This design comes from an exercise in tuning for a short achievable clock period and few clock cycles on the open sky130 flow, not from production work. Only simulation tests tie the RTL to the original design; equivalence was not proved. Power is estimated from default activity; no workload was simulated.

==> v2 <==
## bcvm_core
module bcvm_core (
    input  wire        clk,
    input  wire        rst,           
    input  wire [15:0] code_words,    
    output wire        code_req,
    output wire [15:0] code_addr,
    input  wire        code_ready,
    input  wire [31:0] code_rdata,
    output wire        heap_req,
    output wire        heap_we,
    output wire [12:0] heap_addr,
    output wire [31:0] heap_wdata,
    input  wire        heap_ready,
    input  wire [31:0] heap_rdata,
    input  wire        in_valid,
    input  wire [7:0]  in_data,
    input  wire        in_eos,
    output wire        in_ready,
    output wire        out_valid,
    output wire [7:0]  out_data,
    output wire        done,
    output wire [1:0]  fault
);
Settings: LEC_CHECK=0, CAP_MARGIN=20, CORE_MARGIN=2, CORE_UTILIZATION=25, SETUP_SLACK_MARGIN=5, SLEW_MARGIN=20; clock period 10.0 ns.
run.sh (not shown) runs the stock make flow with config.mk's settings and CLKGATE_MAP_FILE= SYNTH_SCRIPT=/design/flow/synth_recipe.tcl, a recipe that flattens the netlist after the stock synthesis.
==> v33 (differences from v2) <==
--- a/flow/design.v
+++ b/flow/design.v
@@ -175,28 +175,25 @@
     reg  [12:0] g_base;
     reg         g_boob;
     reg         g_sel;          
     reg         g_safe;         
     reg  [13:0] g_n, g_r, g_len;
     reg         g_match;
     reg         chv;
     reg  [7:0]  ch;
-    reg  [7:0]  ob0 [0:31];
-    reg  [7:0]  ob1 [0:31];
+    reg  [7:0]  ob0 [0:15];
+    reg  [7:0]  ob1 [0:15];
     reg         ob_sel;         
     reg         ob_busy;
-    reg         ob_nx_v;        
-    reg         ob_nx_sel;
-    reg  [5:0]  ob_nx_len;
-    reg  [4:0]  ob_k;
-    reg  [5:0]  ob_len;
+    reg  [3:0]  ob_k;
+    reg  [4:0]  ob_len;
     reg  [1:0]  c_v;
     reg  [12:0] c_base0, c_base1;
-    reg  [5:0]  c_len0, c_len1;
+    reg  [4:0]  c_len0, c_len1;
     reg  [1:0]  c_pass;         
     reg         c_vic;          
     reg         s_buf;          
     assign heap_req   = m_valid;
     assign heap_we    = m_we;
     assign heap_addr  = m_addr;
     assign heap_wdata = m_wdata;
     assign in_ready   = irq;
@@ -261,17 +258,17 @@
          o_add = e_oh[5], o_sub = e_oh[6], o_gt = e_oh[7], o_ge = e_oh[8], o_eq = e_oh[9],
          o_ite = e_oh[10], o_jmp = e_oh[11], o_puts = e_oh[12], o_gets = e_oh[13];
     wire hazard = pend[r1] || pend[r2] || pend[r3];
     wire m_acc  = m_valid && heap_ready;
     wire m_free = !m_valid || heap_ready;
     wire eng_idle  = (eng == G_IDLE);
     wire q_empty = (q_cnt == 4'd0);
     wire q_full  = (q_cnt == QD);
-    wire quiet_all = !m_valid && !rsp_v && !out_v_q && !irq && !ob_busy && !ob_nx_v && eng_idle && q_empty && !lb_v;
+    wire quiet_all = !m_valid && !rsp_v && !out_v_q && !irq && !ob_busy && eng_idle && q_empty && !lb_v;
     wire direct  = eng_idle && q_empty && !m_valid && !lb_v;
     wire [1:0]  hq_t = q_t[q_head];
     wire [12:0] hq_a = q_a[q_head];
     wire        hq_o = q_o[q_head];
     wire [31:0] hq_d = q_d[q_head];
     wire [4:0]  hq_r = q_r[q_head];
     reg lb_safe_q;
     integer qi;
@@ -283,27 +280,26 @@
     end
     wire [12:0] lb_d = lb_addr - g_base;
     wire lb_safe_e = eng_idle || eng == G_PS || eng == G_PO || (eng == G_GW && lb_d > 13'd8);
     reg  lb_ok;
     wire lb_go  = lb_v && lb_ok && m_free;
     wire e_blk;
     wire [12:0] c_d0 = m_addr - c_base0;
     wire [12:0] c_d1 = m_addr - c_base1;
-    wire [1:0]  c_conf = {m_valid && m_we && (c_d1 <= {7'd0, c_len1}),
-                          m_valid && m_we && (c_d0 <= {7'd0, c_len0})};
+    wire [1:0]  c_conf = {m_valid && m_we && (c_d1 <= {8'd0, c_len1}),
+                          m_valid && m_we && (c_d0 <= {8'd0, c_len0})};
     wire c_hit0 = c_v[0] && !c_conf[0] && (hq_a == c_base0);
     wire c_hit1 = c_v[1] && !c_conf[1] && (hq_a == c_base1);
     wire c_hit  = c_hit0 || c_hit1;
     wire c_he   = c_hit1;                         
-    wire [5:0] c_hlen = c_he ? c_len1 : c_len0;
+    wire [4:0] c_hlen = c_he ? c_len1 : c_len0;
     wire c_hpass = c_he ? c_pass[1] : c_pass[0];
-    wire ob_last = ob_busy && ({1'b0, ob_k} + 6'd1 == ob_len);
     wire rr_quiet = !(m_valid && m_kind == K_RR) && !(rsp_v && rsp_kind == K_RR);
-    wire puts_go = m_free && !ob_busy && !ob_nx_v && !(rsp_v && rsp_kind != K_LOAD);
+    wire puts_go = m_free && !ob_busy && !(rsp_v && rsp_kind != K_LOAD);
     wire [13:0] idx_n = {1'b0, g_base} + g_n;
     wire [13:0] idx_r = {1'b0, g_base} + g_r;
     wire        oob_n = g_boob || idx_n[13];
     wire        oob_r = g_boob || idx_r[13];
     wire [7:0]  rb = heap_rdata[7:0];
     wire [32:0] sum_c  = ks_add(x2, x3, 1'b0);
     wire [32:0] diff_c = ks_add(x2, ~x3, 1'b1);
     wire [31:0] sum  = sum_c[31:0];
@@ -328,32 +324,32 @@
     reg  [31:0] rf_wd;
     reg  [2:0]  eng_n;
     reg         flt_n;
     reg  [12:0] base_n;
     reg         boob_n, sel_n, safe_n, match_n, chv_n, esc_n;
     reg  [13:0] n_n, r_n, len_n;
     reg  [7:0]  ch_n;
     reg         ob_go, c_set, c_clr;
-    reg  [5:0]  ob_go_len;
+    reg  [4:0]  ob_go_len;
     reg         ob_go_sel;
     reg         e_enq, q_pop, pend_set;
     reg  [1:0]  e_qt;
     reg  [12:0] e_qa;
     reg         e_qo;
     always @(*) begin
         e_adv = 1'b0; e_end = 1'b0; e_code = F_NONE; e_push = 1'b0;
         p_v = 1'b0; p_we = 1'b0; p_addr = 13'd0; p_wdata = 32'd0; p_kind = K_LOAD;
         m_cancel = 1'b0;
         rf_we = 1'b0;
         eng_n = eng; flt_n = bg_flt;
         base_n = g_base; boob_n = g_boob; sel_n = g_sel; safe_n = g_safe; match_n = g_match;
         chv_n = chv; ch_n = ch; esc_n = escalated;
         n_n = g_n; r_n = g_r; len_n = g_len;
-        ob_go = 1'b0; c_set = 1'b0; c_clr = 1'b0; ob_go_len = g_r[5:0]; ob_go_sel = s_buf;
+        ob_go = 1'b0; c_set = 1'b0; c_clr = 1'b0; ob_go_len = g_r[4:0]; ob_go_sel = s_buf;
         e_enq = 1'b0; q_pop = 1'b0; pend_set = 1'b0; lb_set = 1'b0;
         e_qt = Q_LOAD; e_qa = x2[12:0]; e_qo = x1_oob;
         rf_wd = ({32{o_mv}} & x2) | ({32{o_pi}} & {24'd0, a2}) |
                 ({32{o_add}} & sum) | ({32{o_sub}} & diff) |
                 {31'd0, (o_gt & gt) | (o_ge & ge) | (o_eq & eq)};
         rf_nz = (o_mv & nz2) | (o_pi & (|a2)) | (o_add & add_nz) | (o_sub & !eq) |
                 (o_gt & gt) | (o_ge & ge) | (o_eq & eq);
         if (es == ES_EX && ev) begin
@@ -430,19 +426,19 @@
             G_IDLE: if (!q_empty && !lb_go && !(lb_v && lb_pos == 4'd0)) begin
                 case (hq_t)
                     Q_LOAD: if (m_free) begin
                         p_v = 1'b1; p_addr = hq_a; p_kind = K_LOAD; q_pop = 1'b1;
                     end
                     Q_STORE: if (m_free) begin
                         p_v = 1'b1; p_we = 1'b1; p_addr = hq_a; p_wdata = hq_d; q_pop = 1'b1;
                     end
-                    Q_PUTS: if (c_hit && !ob_nx_v && rr_quiet) begin
+                    Q_PUTS: if (c_hit && !ob_busy && rr_quiet) begin
                         q_pop = 1'b1;
-                        if (!(escalated && !c_hpass) && c_hlen != 6'd0) begin
+                        if (!(escalated && !c_hpass) && c_hlen != 5'd0) begin
                             ob_go = 1'b1; ob_go_len = c_hlen; ob_go_sel = c_he;
                         end
                     end else if (puts_go) begin
                         c_clr = 1'b1;
                         p_v = 1'b1; p_addr = hq_a; p_kind = K_SCAN; q_pop = 1'b1;
                         base_n = hq_a; n_n = 14'd1; r_n = 14'd0; match_n = 1'b1;
                         eng_n = G_PS;
                     end
@@ -454,20 +450,20 @@
                         eng_n = escalated ? G_GW : G_GI;
                     end
                 endcase
             end
             G_PS: begin
                 if (rsp_v && rsp_kind == K_SCAN && rb == 8'd0) begin
                     if (!e_push && m_kind == K_SCAN) m_cancel = 1'b1;
                     len_n = g_r;
-                    c_set = (g_r <= 14'd32);
+                    c_set = (g_r <= 14'd16);
                     if ((escalated && !(g_match && g_r == 14'd8)) || g_r == 14'd0) begin
                         eng_n = G_IDLE;
-                    end else if (g_r <= 14'd32) begin
+                    end else if (g_r <= 14'd16) begin
                         ob_go = 1'b1;
                         eng_n = G_IDLE;
                     end else begin
                         n_n = 14'd0;
                         eng_n = G_PO;
                     end
                 end else begin
                     if (rsp_v && rsp_kind == K_SCAN) begin
@@ -715,17 +711,16 @@
             lb_ok     <= 1'b0;
             pend      <= 32'd0;
             m_valid   <= 1'b0;
             rsp_v     <= 1'b0;
             out_v_q   <= 1'b0;
             irq       <= 1'b0;
             chv       <= 1'b0;
             ob_busy   <= 1'b0;
-            ob_nx_v   <= 1'b0;
             c_v       <= 2'b00;
             c_vic     <= 1'b0;
         end else begin
             eng       <= eng_n;
             bg_flt    <= flt_n;
             lb_ok <= lb_v && !lb_set && lb_safe_q && lb_safe_e;
             if (lb_set) begin
                 lb_v    <= 1'b1;
@@ -773,46 +768,37 @@
                 m_dest  <= e_push ? r1 : lb_go ? lb_dest : hq_r;
             end else if (m_acc || m_cancel)
                 m_valid <= 1'b0;
             out_v_q <= ob_busy || (rsp_v && (rsp_kind == K_RR));
             c_v[0] <= (c_set && !s_buf) || (c_v[0] && !(c_clr && !c_vic) && !c_conf[0]);
             c_v[1] <= (c_set &&  s_buf) || (c_v[1] && !(c_clr &&  c_vic) && !c_conf[1]);
             if (c_clr) s_buf <= c_vic;
             if (c_set) begin
-                if (s_buf) begin c_base1 <= g_base; c_len1 <= g_r[5:0]; c_pass[1] <= g_match && g_r == 14'd8; end
-                else       begin c_base0 <= g_base; c_len0 <= g_r[5:0]; c_pass[0] <= g_match && g_r == 14'd8; end
+                if (s_buf) begin c_base1 <= g_base; c_len1 <= g_r[4:0]; c_pass[1] <= g_match && g_r == 14'd8; end
+                else       begin c_base0 <= g_base; c_len0 <= g_r[4:0]; c_pass[0] <= g_match && g_r == 14'd8; end
                 c_vic <= !s_buf;
             end else if (q_pop && c_hit && hq_t == Q_PUTS && eng_idle)
                 c_vic <= !c_he;
-            if (ob_busy && !ob_last) begin
-                ob_k <= ob_k + 5'd1;
-                if (ob_go) begin
-                    ob_nx_v   <= 1'b1;
-                    ob_nx_sel <= ob_go_sel;
-                    ob_nx_len <= ob_go_len;
-                end
-            end else if (ob_go) begin
+            if (ob_go) begin
                 ob_busy <= 1'b1;
-                ob_k    <= 5'd0;
+                ob_k    <= 4'd0;
                 ob_len  <= ob_go_len;
                 ob_sel  <= ob_go_sel;
-            end else if (ob_busy && ob_nx_v) begin
-                ob_k    <= 5'd0;
-                ob_len  <= ob_nx_len;
-                ob_sel  <= ob_nx_sel;
-                ob_nx_v <= 1'b0;
-            end else
-                ob_busy <= 1'b0;
+            end else if (ob_busy) begin
+                ob_k <= ob_k + 4'd1;
+                if ({1'b0, ob_k} + 5'd1 == ob_len)
+                    ob_busy <= 1'b0;
+            end
         end
         out_d_q <= ob_busy ? (ob_sel ? ob1[ob_k] : ob0[ob_k]) : rb;
-        if (eng == G_PS && rsp_v && rsp_kind == K_SCAN && g_r < 14'd32)
+        if (eng == G_PS && rsp_v && rsp_kind == K_SCAN && g_r < 14'd16)
         begin
-            if (s_buf) ob1[g_r[4:0]] <= rb;
-            else       ob0[g_r[4:0]] <= rb;
+            if (s_buf) ob1[g_r[3:0]] <= rb;
+            else       ob0[g_r[3:0]] <= rb;
         end
         for (i = 0; i < QD; i = i + 1) begin
             if (e_enq && q_tail == i) begin
                 q_t[i] <= e_qt; q_a[i] <= e_qa; q_o[i] <= e_qo; q_d[i] <= x2; q_r[i] <= r1;
             end
         end
         g_base  <= base_n;
         g_boob  <= boob_n;
- TNS_END_PERCENT: default -> 5
==> v12 (differences from v2) <==
- CORE_UTILIZATION: 25 -> 30
==> summary.txt <==
- The highest non-clock buffer count belongs to v2, the lowest to v33.
- Worst hold slack, highest first: v2, v33, v12.
- In sequential power, v2 and v12 hardly differ.
- Global-route usage, highest first: v12, v33, v2.
==> figures <==
Status: v2 complete, no violations; v33 complete, no violations; v12 complete, no violations
Critical path's most frequent cell: v2 sky130_fd_sc_hd__o21a_1; v33 sky130_fd_sc_hd__buf_12; v12 -
Global routing usage on met1: v2 22.5%; v33 23.4%; v12 27.8%
First-pass GRT wire length: v2 785 mm; v33 734 mm; v12 772 mm
Portion of the post-synthesis area used by sequential elements: v2 57.4%; v33 55.8%; v12 57.4%
Part of the total power dissipated in the clock network: v2 23.8%; v33 23.4%; v12 24.3%
Wire length per cell after detailed routing: v2 28.6 um; v33 28.3 um; v12 30.6 um
Clock Latency Late Sink: v2 0.98 ns; v33 1.01 ns; v12 1.00 ns
Data arrival at the endpoint of the critical path: v2 7.42 ns; v33 6.77 ns; v12 7.27 ns
Simple logic cell fraction of the synthesized area: v2 8.20%; v33 8.75%; v12 8.20%
Testbench counts of v2, summed over its fixed seeds: cycles 108,063.
Testbench counts of v33, summed over its fixed seeds: cycles 110,632.
Testbench counts of v12, summed over its fixed seeds: cycles 108,063.

[static timing again, ports no longer ideal]
Ports are ideal in the flow. The routed layouts listed here were re-timed in OpenROAD.
Step 1, drivers: a clkbuf_16 drives clk and a buf_2 each remaining input, both assumed.
Step 2 also shifts input and output timing later by t, the mid clock arrival at the registers, as if the neighbouring blocks saw the same clock.
Three values: no drivers, after step 1, after step 2; two values: the first two.
run | t, ns | setup slack, ns | worst setup path after step 2
v2 | 1.048 | 3.417 / 3.417 / 3.417 | register to register
v33 | 1.099 | 4.064 / 4.064 / 3.683 | input to register
v12 | 1.054 | 3.600 / 3.600 / 3.600 | register to register
After both steps every run listed still meets setup and hold. For v33, which loses most, drivers alone change the setup slack by 0.000 ns; drivers and shift together by -0.381 ns.
